This design comes from an exercise in tuning for small area, a short achievable clock period and few clock cycles on the open sky130 flow, not from production work. At most, simulation tests tie the RTL to the original design; equivalence was not proved. No activity file was given, so power comes from the tool's default toggle rates.

== run A ==
Design kbd_scan_react, start of the top module:
module kbd_scan_react (
    input  wire        clk,
    input  wire        rst,
    input  wire        cmd_valid,
    input  wire [7:0]  cmd,
    output wire        cmd_ready,
    output reg  [7:0]  row_n,
    input  wire [7:0]  col_n,
    input  wire [31:0] rnd_data,
    output reg         rnd_take,
    output wire [17:0] ev,
    output reg         led_valid,
    output reg  [23:0] led_data,
    output reg         draw_valid,
    output wire [1:0]  draw_sprite,
    output wire [2:0]  fault
);
    localparam [1:0] M_RAINBOW = 2'd0, M_LIGHTNING = 2'd1, M_CHASE = 2'd2, M_CHASE2 = 2'd3;
    localparam [3:0] S_IDLE = 4'd0,
                     S_SCAN = 4'd1,    
                     S_POP  = 4'd2,    
                     S_DBW  = 4'd3,    
                     S_LFW  = 4'd4,    
                     S_LF   = 4'd5,    
                     S_LW0  = 4'd6,    
                     S_LT0  = 4'd7,    
                     S_LW1  = 4'd8,    
                     S_LT1  = 4'd9,    
                     S_LR   = 4'd10,   
                     S_LR2  = 4'd11,   
                     S_LT2  = 4'd12,   
                     S_KW0  = 4'd13,   
                     S_KT0  = 4'd14,   
                     S_KT1  = 4'd15;   
    reg [3:0]  st;
    reg        rdy;
    reg        rdy_ok;       
    reg        f_proto, f_ill;
    reg [2:0]  sc_row;
    reg        row_on;
    reg [2:0]  ic;           
    reg [2:0]   phi;
    reg [63:0]  rs;          
    reg [255:0] rc;          
    reg [63:0]  rsn;         
    reg         lap0;        
    reg [3:0]   pass;        
    reg [7:0]   rhot;        
    reg [7:0]   pmask;       
    reg [7:0]   bvalid;
    reg [7:0]   bkind;
    reg [2:0]   brow;
    reg [7:0]   evrow;
    reg [7:0]   ev_r;        
    reg [59:0] lk;           
    reg [11:0] lt;           
    reg [1:0]  fk;           
    reg        fws;          
    reg [7:0]  ft;
    reg        fpend;        
    reg [6:0]  lcnt;
    reg [3:0]  cidx;
    reg [7:0]  cph;          
    reg [1:0]  mode;
    reg [3:0]  rsel;         
    reg [3:0]  jsel;         
    reg        lb;           
    reg        ldim;
    reg [7:0]  p0r;          
    reg [9:0]  a_p3;         
    reg        a_r0, a_r2;   
    reg [8:0]  a_fd;         
  ...
clock: 14.0 ns
lec_check: 0
cap_margin: 20
core_margin: 2
core_utilization: 40
place_density: 0.6
slew_margin: 20
synth_hierarchical: 1
standard.sh (not shown) runs the stock make flow with config.mk's settings and CLKGATE_MAP_FILE= SYNTH_SCRIPT=/design/flow/synth_recipe.tcl, a recipe that flattens the netlist after the stock synthesis.
==> flow/flow/run.sh <==
#!/bin/bash
# Standard ORFS layout (standard synthesis, unchanged). Timing repair aims at a
# larger setup slack than the default so that the achieved period is short.
set -euo pipefail
bash standard.sh SETUP_SLACK_MARGIN=9.0 CTS_CLUSTER_SIZE=24 CTS_CLUSTER_DIAMETER=70 finish > standard.log 2>&1
The inputs of run B differ from those of run A as listed below.
--- a/flow/flow/run.sh
+++ b/flow/flow/run.sh
@@ -5 +5 @@
-bash standard.sh SETUP_SLACK_MARGIN=9.0 CTS_CLUSTER_SIZE=24 CTS_CLUSTER_DIAMETER=70 finish > standard.log 2>&1
+bash standard.sh SETUP_SLACK_MARGIN=10 CTS_CLUSTER_SIZE=40 CTS_CLUSTER_DIAMETER=60 finish > standard.log 2>&1
Per the final summary, run B finished and its layout is clean on timing, DRC and antenna.
Run A -> run B: overall power of the completed layout increased by a few percent
Run B vs run A, worst-case setup slack after placement went up by 100 ps.
Compared with run A, in run B maximum level of the CTS H-tree about even, post-layout minimum cycle time fell 680 ps.
[inputs] run C vs run B
--- a/flow/flow/run.sh
+++ b/flow/flow/run.sh
@@ -5 +5 @@
-bash standard.sh SETUP_SLACK_MARGIN=10 CTS_CLUSTER_SIZE=40 CTS_CLUSTER_DIAMETER=60 finish > standard.log 2>&1
+bash standard.sh SETUP_SLACK_MARGIN=10 CTS_CLUSTER_SIZE=24 CTS_CLUSTER_DIAMETER=70 finish > standard.log 2>&1
### Flow results
Between run C and run B, the clock transition at the registers of the reported paths does not differ in any meaningful way.
Count of filler cells inserted in the layout was higher in run C than in run B.
Sum of routed wire length over all layers: run C vs run B — no meaningful difference
DRC violation total after the first TritonRoute iteration in run C vs run B: down 20
Between run B and run C, the met1 track demand over resource figures differ only marginally.
Between run C and run B, the global-route wire length before repair does not differ in any meaningful way.
Changes observed in run C relative to run B: portion of total power attributed to the clock network lower; critical path depth lower.
Inputs modified between run C and run D:
--- a/flow/flow/run.sh
+++ b/flow/flow/run.sh
@@ -5 +5 @@
-bash standard.sh SETUP_SLACK_MARGIN=10 CTS_CLUSTER_SIZE=24 CTS_CLUSTER_DIAMETER=70 finish > standard.log 2>&1
+bash standard.sh SETUP_SLACK_MARGIN=10.25 CTS_CLUSTER_SIZE=24 CTS_CLUSTER_DIAMETER=70 finish > standard.log 2>&1
==> run summary <==
As far as post-synthesis async set-or-reset flop share goes, run D and run C are indistinguishable; the numbers are identical. Final setup slack of the worst path across run C and run D: no real change. Post-synthesis cell type count of run C is on par with run D. Final standard cell area without fillers: run D vs run C up 2.0%. Relative to run C, run D degrades power.
Function was not checked in any run of this note: the RTL went through the layout flow alone.

========
Setup of old:
kbd_scan_react, a different RTL version from the one above (not shown whole).
Size in the first run: ~700 flip-flops, roughly 0.031 sq mm of cells after synthesis.
clock: 14.0 ns
lec_check: 0
cap_margin: 20
core_margin: 2
core_utilization: 40
place_density: 0.6
slew_margin: 20
synth_hierarchical: 1
==> flow/flow/run.sh <==
#!/bin/bash
# Standard ORFS layout with the standard synthesis, unchanged.  Timing repair
# aims at a larger setup slack than the default so that the achieved period is
# short; the clock tree uses larger leaf clusters; ports get plain buffers.
set -euo pipefail
bash standard.sh SETUP_SLACK_MARGIN=10.15 CTS_CLUSTER_SIZE=24 CTS_CLUSTER_DIAMETER=70 \
    "BUFFER_PORTS_ARGS=-buffer_cell sky130_fd_sc_hd__buf_2" finish > standard.log 2>&1
old: PASS, flow complete, no timing, DRC or antenna violations
Testbench counts of old, summed over its fixed seeds: cycles 1,040,346.
For new, these inputs were changed with respect to old:
diff --git a/flow/flow/run.sh b/flow/flow/run.sh
--- a/flow/flow/run.sh
+++ b/flow/flow/run.sh
@@ -4,4 +4,4 @@
 # short; the clock tree uses larger leaf clusters; ports get plain buffers.
 set -euo pipefail
-bash standard.sh SETUP_SLACK_MARGIN=10.15 CTS_CLUSTER_SIZE=24 CTS_CLUSTER_DIAMETER=70 \
+bash standard.sh SETUP_SLACK_MARGIN=10 CTS_CLUSTER_SIZE=18 CTS_CLUSTER_DIAMETER=60 \
     "BUFFER_PORTS_ARGS=-buffer_cell sky130_fd_sc_hd__buf_2" finish > standard.log 2>&1
==> comparison <==
new against old: worst hold slack decreased 0.033 ns, global-route met3 utilization increased 0.21 points, floorplan die area essentially unchanged, net total in the final layout decreased 17.

========
kbd_scan_react again, from the RTL that the note above started with.
clock: 14.0 ns
lec_check: 0
cap_margin: 20
core_margin: 2
core_utilization: 40
place_density: 0.6
slew_margin: 20
synth_hierarchical: 1
==> flow/flow/run.sh <==
#!/bin/bash
# Standard ORFS layout with the standard synthesis, unchanged.  Timing repair
# aims at a larger setup slack than the default so that the achieved period is
# short; the clock tree uses larger leaf clusters; ports get plain buffers.
set -euo pipefail
bash standard.sh SETUP_SLACK_MARGIN=10.3 CTS_CLUSTER_SIZE=24 CTS_CLUSTER_DIAMETER=70 \
    "BUFFER_PORTS_ARGS=-buffer_cell sky130_fd_sc_hd__buf_2" finish > standard.log 2>&1
The starting point ran to the end with no violations.
Testbench counts at the start, summed over its fixed seeds: cycles 1,040,346.
==> next run, changes <==
--- a/flow/flow/run.sh
+++ b/flow/flow/run.sh
@@ -4,4 +4,4 @@
 # short; the clock tree uses larger leaf clusters; ports get plain buffers.
 set -euo pipefail
-bash standard.sh SETUP_SLACK_MARGIN=10.3 CTS_CLUSTER_SIZE=24 CTS_CLUSTER_DIAMETER=70 \
+bash standard.sh SETUP_SLACK_MARGIN=10 CTS_CLUSTER_SIZE=24 CTS_CLUSTER_DIAMETER=70 \
     "BUFFER_PORTS_ARGS=-buffer_cell sky130_fd_sc_hd__buf_2" finish > standard.log 2>&1
=> Final cell count goes down by 0.99%. Area after synthesis does not change. Clock-buffer cell count is unchanged. Cell area goes down by 3.3%. Routed wire length goes down by 2.0%. Hold slack is worse by 0.0035 ns. Sequential cell count does not change. Register-to-register slack is worse by 0.12 ns.
==> next run, changes <==
--- a/flow/flow/run.sh
+++ b/flow/flow/run.sh
@@ -4,4 +4,4 @@
 # short; the clock tree uses larger leaf clusters; ports get plain buffers.
 set -euo pipefail
-bash standard.sh SETUP_SLACK_MARGIN=10 CTS_CLUSTER_SIZE=24 CTS_CLUSTER_DIAMETER=70 \
+bash standard.sh SETUP_SLACK_MARGIN=10 CTS_CLUSTER_SIZE=32 CTS_CLUSTER_DIAMETER=80 \
     "BUFFER_PORTS_ARGS=-buffer_cell sky130_fd_sc_hd__buf_2" finish > standard.log 2>&1
Effect: Sequential share of layout area came out higher by 0.12 points. Utilization fell by 0.12 points. Clock skew rose by 0.024 ns.

========
Another version of the RTL of kbd_scan_react (not shown whole).
Size in the first run: ~3200 cells after synthesis, ~700 flip-flops, roughly 110 I/O pins, roughly 0.031 mm2 of cells after synthesis.
Settings: LEC_CHECK=0, CAP_MARGIN=20, CORE_MARGIN=2, CORE_UTILIZATION=40, PLACE_DENSITY=0.6, SLEW_MARGIN=20, SYNTH_HIERARCHICAL=1; clock period 14.0 ns.
==> flow/flow/run.sh <==
#!/bin/bash
# Standard ORFS layout (standard synthesis, unchanged). Timing repair aims at a
# larger setup slack than the default so that the achieved period is short;
# ports get plain buffers.
set -euo pipefail
bash standard.sh SETUP_SLACK_MARGIN=10 CTS_CLUSTER_SIZE=24 CTS_CLUSTER_DIAMETER=70 "BUFFER_PORTS_ARGS=-buffer_cell sky130_fd_sc_hd__buf_2" finish > standard.log 2>&1
The first run finished clean.
Testbench counts at the start, summed over its fixed seeds: cycles 1,040,346.
Change:
==> flow/flow/run.sh (replaced) <==
#!/bin/bash
# Standard ORFS layout with the standard synthesis, unchanged.  Timing repair
# aims at a larger setup slack than the default so that the achieved period is
# short; the clock tree uses larger leaf clusters; ports get plain buffers.
set -euo pipefail
bash standard.sh SETUP_SLACK_MARGIN=10 CTS_CLUSTER_SIZE=24 CTS_CLUSTER_DIAMETER=70 \
    "BUFFER_PORTS_ARGS=-buffer_cell sky130_fd_sc_hd__buf_2" finish > standard.log 2>&1
--- a/flow/config.mk
+++ b/flow/config.mk
@@ -10,2 +10,2 @@
-export CORE_UTILIZATION = 40
-export PLACE_DENSITY = 0.6
+export CORE_UTILIZATION = 45
+export PLACE_DENSITY = 0.65
Result:
- The changed run went through all stages and came out clean
- power fell by 1.9%
- cell area went down by 0.54%
- clock power goes down by about 5%
- non-clock buffer count went up by 6
- final cell count shrinks by 3.5%
- sequential power barely changes
- routed wire length came out lower by 0.39%
- setup slack got worse by 34 ps
- via count goes up by 1.7%
- hold slack gets better by 4.2 ps
- die area shrinks by 11%

========
## rev 12
Starting RTL as in the previous note.
Settings: LEC_CHECK=0, CAP_MARGIN=20, CORE_MARGIN=2, CORE_UTILIZATION=40, PLACE_DENSITY=0.6, SLEW_MARGIN=20, SYNTH_HIERARCHICAL=1; clock period 14.0 ns.
==> flow/flow/run.sh <==
#!/bin/bash
# Standard ORFS layout (standard synthesis, unchanged). Timing repair aims at a
# larger setup slack than the default so that the achieved period is short.
set -euo pipefail
bash standard.sh SETUP_SLACK_MARGIN=10 CTS_CLUSTER_SIZE=24 CTS_CLUSTER_DIAMETER=70 finish > standard.log 2>&1
Testbench counts of rev 12, summed over its fixed seeds: cycles 1,040,346.
Setup changes, rev 12 to rev 13
==> flow/flow/run.sh <==
#!/bin/bash
# Standard ORFS layout (standard synthesis, unchanged). Timing repair aims at a
# larger setup slack than the default so that the achieved period is short;
# ports get plain buffers.
set -euo pipefail
bash standard.sh SETUP_SLACK_MARGIN=10 CTS_CLUSTER_SIZE=24 CTS_CLUSTER_DIAMETER=70 "BUFFER_PORTS_ARGS=-buffer_cell sky130_fd_sc_hd__buf_4" finish > standard.log 2>&1
Notes after the runs:
Part of the power in combinational logic in rev 13 vs rev 12: down 0.2 points. Cmp rev 13 vs rev 12: met1 track demand over resource in global routing lower in rev 13. Wire length reported by the detailed router: rev 12 vs rev 13 — no meaningful difference. Against rev 12, power in the clock group in rev 13 rose by a few percent. Diff rev 12 and rev 13: shortest clock period the worst path allows after layout higher in rev 13. Reported for rev 12 and rev 13, initial antenna violation count turned out identical to the last digit. Sort rev 12 and rev 13 by required time at the endpoint of the critical path desc -> top: rev 12. Comparing rev 12 and rev 13, the lower switching part of the total power is on rev 12. On sequential share of cell area, rev 12 and rev 13 are basically level. pmask[4] as the timing endpoint of the critical path was reported by rev 13, and pmask[2] by rev 12. Status: fmax parity (rev 12, rev 13). In the reports for rev 12 and rev 13, the larger number of vias after detailed routing belongs to rev 12.

## re-timing with driven ports
The flow's constraints put no driver on any port. The routed layouts listed below were extracted and timed again, unchanged, in two steps.
Step 1, drivers: a clkbuf_16 drives clk and a buf_2 each remaining input, both assumed.
Step 2 adds t to the input delays and takes it off the output delays; t is the mean of the earliest and latest rising clock arrival at the registers after step 1. Input paths then give back, and output paths get back, about the clock's delay inside the block.
a / b / c = ideal / step 1 / step 2; a / b = the first two.
run | shift t [ns] | slack for setup (ns) | slew at the worst register clock pin (ns)
run A | 0.655 | 9.179 / 9.219 / 8.565 | 0.10 / 0.10
run B | 0.650 | 9.857 / 9.870 / 9.220 | 0.13 / 0.13
run C | 0.651 | 9.965 / 9.980 / 9.330 | 0.10 / 0.10
run D | 0.667 | 9.965 / 9.968 / 9.300 | 0.09 / 0.09
old | 0.675 | 10.040 / 9.977 / 9.430 | 0.09 / 0.09
new | 0.699 | 10.009 / 9.950 / 9.365 | 0.08 / 0.08
the first run of note 3 | 0.668 | 10.069 / 10.009 / 9.451 | 0.10 / 0.10
the second run of note 3 | 0.670 | 10.028 / 9.972 / 9.402 | 0.10 / 0.10
the third run of note 3 | 0.661 | 10.028 / 9.965 / 9.421 | 0.11 / 0.11
the first run of note 4 | 0.657 | 9.997 / 9.917 / 9.260 | 0.10 / 0.10
the second run of note 4 | 0.661 | 9.962 / 9.937 / 9.277 | 0.10 / 0.10
rev 12 | 0.659 | 10.031 / 9.991 / 9.339 | 0.10 / 0.10
rev 13 | 0.663 | 10.025 / 9.979 / 9.321 | 0.09 / 0.09
After both steps setup and hold are still met in every run listed. The setup slack of the first run of note 4, which loses most, moves by -0.080 ns with the drivers and by -0.737 ns with both steps.
